What follows belongs to an exercise in optimizing a design on an open flow for small area and a short achievable clock period; a production flow would make more cautious choices.
No activity file was given, so power comes from the tool's default toggle rates.

==> 11-14 <==
==> flow/design.v (excerpt) <==
module rfid_core (
    input  wire        clk,
    input  wire        rst,
    input  wire        tick,
    input  wire        rx,
    input  wire        cancel_in,
    input  wire        bus_valid,
    input  wire        bus_we,
    input  wire [19:0] bus_addr,
    input  wire [31:0] bus_wdata,
    output reg  [31:0] bus_rdata,
    output wire        pin
);
==> flow/config.mk <==
export PLATFORM = sky130hd
export DESIGN_NAME = rfid_core
export DESIGN_NICKNAME = rfid_core
export VERILOG_FILES = /design/flow/design.v
export SDC_FILE = /design/flow/constraint.sdc
export NUM_CORES = 4
export LEC_CHECK = 0
export CAP_MARGIN = 20
export CORE_MARGIN = 2
export CORE_UTILIZATION = 35
export SLEW_MARGIN = 20
export SYNTH_HIERARCHICAL = 1
export SYNTH_MINIMUM_KEEP_SIZE = 0
==> flow/constraint.sdc <==
create_clock -name core_clock -period 12.0 [get_ports {clk}]
set_input_delay 2.4000 -clock core_clock [delete_from_list [all_inputs] [get_ports {clk}]]
set_output_delay 2.4000 -clock core_clock [all_outputs]
set_load 0.01 [all_outputs]
standard.sh (not shown) runs the stock make flow with config.mk's settings and CLKGATE_MAP_FILE= SYNTH_SCRIPT=/design/flow/synth_recipe.tcl, a recipe that flattens the netlist after the stock synthesis.
==> flow/flow/run.sh <==
#!/bin/bash
set -euo pipefail
MARGIN=$(cat flow/margin.txt)
bash standard.sh SETUP_SLACK_MARGIN=$MARGIN finish > make_finish.log 2>&1
==> flow/flow/margin.txt <==
8
==> 08-19: changes against 11-14 <==
--- a/flow/design.v
+++ b/flow/design.v
@@ -87,15 +87,16 @@
   wire c_moda  = c_cmd[7];
   wire c_modb  = c_cmd[8];
   wire [31:0] d      = replay_buf[r_idx[3:0]];
   reg         lt;     
   wire        set_z  = (settle == 32'd0);
   wire        sane   = (sane_min <= d) && (d <= sane_max) && (d[31:1] != 31'd0);
   wire        s_can  = ph_scan & lt & cancel_in;           
-  wire        s_step = ph_scan & lt & ~cancel_in;          
+  wire        s_acc  = ph_scan & lt & ~cancel_in & sane;   
+  wire        s_skip = ph_scan & lt & ~cancel_in & ~sane;  
   wire        s_end  = ph_scan & ~lt;                      
   wire rb1   = replay_busy & ~(s_can & set_z);
   wire idle1 = ~rb1;
   wire oe1   = out_en & ~s_can;
   wire cmd_ok = idle1;
   wire do_start = c_start & cmd_ok & ~busy;
   wire do_stop  = c_stop  & cmd_ok;
@@ -114,26 +115,25 @@
   wire e_run   = edge_ev & busy & ~kill;            
   wire w_run   = e_run & ge_r;                      
   wire w_start = edge_ev & do_start & mp_z;         
   wire cap_full = w_run & (count[3:0] == 4'hF);
   wire [31:0] cap_wdata0 = busy ? edge_ticks : 32'd0;
   wire et_sat = (edge_ticks == 32'hFFFF_FFFF);
   wire [30:0] half   = d[31:1];
-  wire        eq_a   = (r_cnt == {1'b0, half});
-  wire        eq_b   = (r_cnt == {half, 1'b0});
+  wire        eq_h   = (r_cnt == {1'b0, half});
   wire        eq_g   = (r_cnt == gap) | (gap == 32'd0);   
   wire        eq_s   = (r_cnt == settle);
-  wire        a_end  = tick & ph_a & eq_a;
-  wire        b_end  = tick & ph_b & eq_b;
+  wire        a_end  = tick & ph_a & eq_h;
+  wire        b_end  = tick & ph_b & eq_h;
   wire        g_end  = tick & ph_gap & eq_g;
   wire        st_end = tick & ph_set & eq_s;
   wire        half1  = (d[31:2] == 30'd0);            
   wire        gap1   = (gap[31:1] == 31'd0);           
   wire        set1   = (settle == 32'd1);
-  wire        sa1    = tick & half1;                   
+  wire        sa_end = tick & s_acc & half1;           
   wire        se_end = tick & s_end & gap1;            
   wire        sc_end = tick & s_can & set1;            
   wire        ge_any = g_end | se_end;                 
   wire        g_can  = ge_any & cancel_in;             
   wire        g_scan = ge_any & ~cancel_in;            
   reg        busy_n, complete_n;
   reg [4:0]  count_n;
@@ -142,15 +142,14 @@
   reg [2:0]  c_phase_n;
   reg        ph_scan_n, ph_a_n, ph_b_n, ph_gap_n, ph_set_n;
   reg [4:0]  r_idx_n, r_len_n;
   reg        lt_n;
   reg [31:0] r_cnt_n;
   reg        cancelled_n;
   reg [31:0] pass_count_n;
-  wire       lt_inc = (r_idx + 5'd1 < r_len);
   always @* begin
     busy_n     = busy ? ~kill : do_start;
     complete_n = complete;
     count_n    = count;
     if (do_start) begin
       complete_n = 1'b0;
       count_n    = {4'd0, w_start};
@@ -160,88 +159,72 @@
     if (cap_full) begin
       busy_n     = 1'b0;
       complete_n = 1'b1;
     end
     if (e_run | do_start) edge_ticks_n = {31'd0, tick};
     else if (tick & ~et_sat) edge_ticks_n = edge_ticks + 32'd1;
     else edge_ticks_n = edge_ticks;
-    ph_scan_n = (ph_scan & ~s_can & ~s_end) | do_emu | b_end | g_scan;
-    ph_a_n    = ph_a & ~a_end;
-    ph_b_n    = (ph_b & ~b_end) | a_end;
+    ph_scan_n = (ph_scan & ~s_can & ~s_acc & ~s_end) | do_emu | b_end | g_scan;
+    ph_a_n    = (ph_a & ~a_end) | (s_acc & ~sa_end);
+    ph_b_n    = (ph_b & ~b_end) | a_end | sa_end;
     ph_gap_n  = (ph_gap & ~g_end) | (s_end & ~se_end);
     ph_set_n  = (ph_set & ~st_end) | (s_can & ~set_z & ~sc_end) |
                 (g_can & ~set_z);
     r_idx_n = r_idx;
-    if (b_end) r_idx_n = r_idx + 5'd1;
+    if (s_skip | b_end) r_idx_n = r_idx + 5'd1;
     if (do_emu | g_scan) r_idx_n = 5'd0;
     r_len_n = r_len;
     if (do_emu) r_len_n = replay_len[4:0];
     lt_n = lt;
-    if (b_end) lt_n = lt_inc;
+    if (s_skip | b_end) lt_n = (r_idx + 5'd1 < r_len);
     if (g_scan) lt_n = (r_len != 5'd0);
     if (do_emu) lt_n = (replay_len[4:0] != 5'd0);
-    if (g_can) r_cnt_n = 32'd1;
-    else if (ph_scan) r_cnt_n = tick ? 32'd2 : 32'd1;
+    if (a_end | sa_end | g_can) r_cnt_n = 32'd1;
+    else if (s_acc | s_can | s_end) r_cnt_n = tick ? 32'd2 : 32'd1;
     else if (tick) r_cnt_n = r_cnt + 32'd1;
     else r_cnt_n = r_cnt;
     cancelled_n = cancelled;
     if (s_can) cancelled_n = 1'b1;
     if (do_emu) cancelled_n = 1'b0;
     if (g_can) cancelled_n = 1'b1;
     pass_count_n = pass_count;
     if (s_end && pass_count != 32'hFFFF_FFFF) pass_count_n = pass_count + 32'd1;
     if (do_emu) pass_count_n = 32'd0;
     out_en_n    = out_en;
     mod_level_n = mod_level;
     c_phase_n   = c_phase;
-    if ((do_start & mode) | do_con) begin
+    if (s_acc | (do_start & mode) | do_con) begin
       if (!oe1) c_phase_n = 3'd0;
     end
     if (s_can | s_end | do_stop | do_coff) begin
       out_en_n    = 1'b0;
       mod_level_n = 1'b0;
     end
-    if (do_start & mode) begin
+    if (s_acc | (do_start & mode)) begin
       out_en_n    = 1'b1;
       mod_level_n = 1'b1;
     end
     if (do_con)  out_en_n    = 1'b1;
     if (do_moda) mod_level_n = 1'b1;
     if (do_modb) mod_level_n = 1'b0;
     if (tick & out_en_n) c_phase_n = c_phase_n + 3'd1;
-    if (a_end) begin
+    if (a_end | sa_end) begin
       out_en_n    = 1'b1;
       mod_level_n = 1'b0;
     end
     if (g_can) begin
       out_en_n    = 1'b0;
       mod_level_n = 1'b0;
     end
   end
   wire       wr_cfg  = cfg_ok;
   wire [3:0] duty_an = (wr_cfg & w_reg[11]) ? bus_wdata[3:0]  : duty_a;
   wire [3:0] duty_bn = (wr_cfg & w_reg[11]) ? bus_wdata[11:8] : duty_b;
   wire lt_an = ({1'b0, c_phase_n} < duty_an);
   wire lt_bn = ({1'b0, c_phase_n} < duty_bn);
-  wire [2:0] c_acc  = (out_en ? c_phase : 3'd0) + {2'd0, tick};
-  wire [2:0] c_skip = c_phase + {2'd0, tick & out_en};
-  wire       sel_a  = s_step & sane;
-  wire       sel_k  = s_step & ~sane;
-  wire       ph_scan_f = s_step ? ~sane : ph_scan_n;
-  wire       ph_a_f    = s_step ? (sane & ~sa1) : ph_a_n;
-  wire       ph_b_f    = s_step ? (sane & sa1) : ph_b_n;
-  wire [4:0] r_idx_f   = sel_k ? r_idx + 5'd1 : sel_a ? r_idx : r_idx_n;
-  wire       lt_f      = sel_k ? lt_inc : sel_a ? 1'b1 : lt_n;
-  wire       out_en_f  = sel_a ? 1'b1 : sel_k ? out_en : out_en_n;
-  wire       mod_lvl_f = sel_a ? ~sa1 : sel_k ? mod_level : mod_level_n;
-  wire [2:0] c_phase_f = sel_a ? c_acc : sel_k ? c_skip : c_phase_n;
-  wire       lt_a_f    = sel_a ? ({1'b0, c_acc} < duty_a) :
-                         sel_k ? ({1'b0, c_skip} < duty_a) : lt_an;
-  wire       lt_b_f    = sel_a ? ({1'b0, c_acc} < duty_b) :
-                         sel_k ? ({1'b0, c_skip} < duty_b) : lt_bn;
   always @(posedge clk) begin
     if (rst) begin
       mode       <= 1'b0;
       busy       <= 1'b0;
       complete   <= 1'b0;
       count      <= 5'd0;
       edge_ticks <= 32'd0;
@@ -272,25 +255,25 @@
       lt_a       <= 1'b1;
       lt_b       <= 1'b0;
     end else begin
       busy       <= busy_n;
       complete   <= complete_n;
       count      <= count_n;
       edge_ticks <= edge_ticks_n;
-      out_en     <= out_en_f;
-      mod_level  <= mod_lvl_f;
-      c_phase    <= c_phase_f;
-      ph_scan    <= ph_scan_f;
-      ph_a       <= ph_a_f;
-      ph_b       <= ph_b_f;
+      out_en     <= out_en_n;
+      mod_level  <= mod_level_n;
+      c_phase    <= c_phase_n;
+      ph_scan    <= ph_scan_n;
+      ph_a       <= ph_a_n;
+      ph_b       <= ph_b_n;
       ph_gap     <= ph_gap_n;
       ph_set     <= ph_set_n;
-      r_idx      <= r_idx_f;
+      r_idx      <= r_idx_n;
       r_len      <= r_len_n;
-      lt         <= lt_f;
+      lt         <= lt_n;
       r_cnt      <= r_cnt_n;
       cancelled  <= cancelled_n;
       pass_count <= pass_count_n;
       rx_q       <= rx;
       if (cfg_ok) begin
         if (w_reg[0])  mode       <= bus_wdata[0];
         if (w_reg[5])  min_pulse  <= bus_wdata;
@@ -301,16 +284,16 @@
         if (w_reg[10]) settle     <= bus_wdata;
         if (w_reg[11]) begin
           duty_a <= bus_wdata[3:0];
           duty_b <= bus_wdata[11:8];
         end
         if (w_reg[12]) replay_len <= bus_wdata[15:0];
       end
-      lt_a <= lt_a_f;
-      lt_b <= lt_b_f;
+      lt_a <= lt_an;
+      lt_b <= lt_bn;
     end
   end
   genvar gi;
   generate
     for (gi = 0; gi < N_MAX; gi = gi + 1) begin : g_rep
       always @(posedge clk)
         if (!rst && w_rep[gi] && idle1) replay_buf[gi] <= bus_wdata;
==> key figures <==
Run status
  – Status: finished clean

Logic synthesis
  – Post-Syn Instances: 5469

GRT
  – Largest net degree at the start of global routing: 67

Setup path
  – Buf/Inv on CP: 9
  – Reg2reg end: lt_a

Power and ir drop
  – Comb power frac: 0.078

Timing
  – Post-layout min period: 5310 ps
  – Fin. max-slew vios: 0
the above is filed under 11-14

==> key figures <==
Run status
  – Error: [ERROR GRT-0232] Routing congestion too high. Check the congestion heatmap in the GUI.
  – Status: stopped before the end
  – Stop stage: global routing

GRT
  – Largest net degree at the start of global routing: 93

Logic synthesis
  – Post-Syn Instances: 5269

Clock tree
  – Num Clock Sinks: 1401
the above is filed under 08-19

Function was not checked in any run of this note: the RTL went through the layout flow alone.

[what the ideal ports hide]
In the flow no input, the clock included, has a driving cell. The finished layout below was timed again as built, in two steps.
Step 1: set_driving_cell puts a clkbuf_16 on clk and a buf_2 on each other input, an assumption about the parent block.
Step 2 moves the port delays by t, midway between the first and last clock arrival at a register: inputs arrive t later, outputs are due t later. That takes back most of the time a late clock gives input paths.
Three values: no drivers, after step 1, after step 2; two values: the first two.
run: 11-14
t (ns): 0.904
slack for setup (ns): 6.691 / 6.751 / 5.847
worst hold slack (ns): 0.481 / 0.481 / 0.481
slew at the worst register clock pin (ns): 0.07 / 0.07
After both steps 11-14 still meets setup and hold. For 11-14, drivers alone change the setup slack by +0.060 ns; drivers and shift together by -0.844 ns.
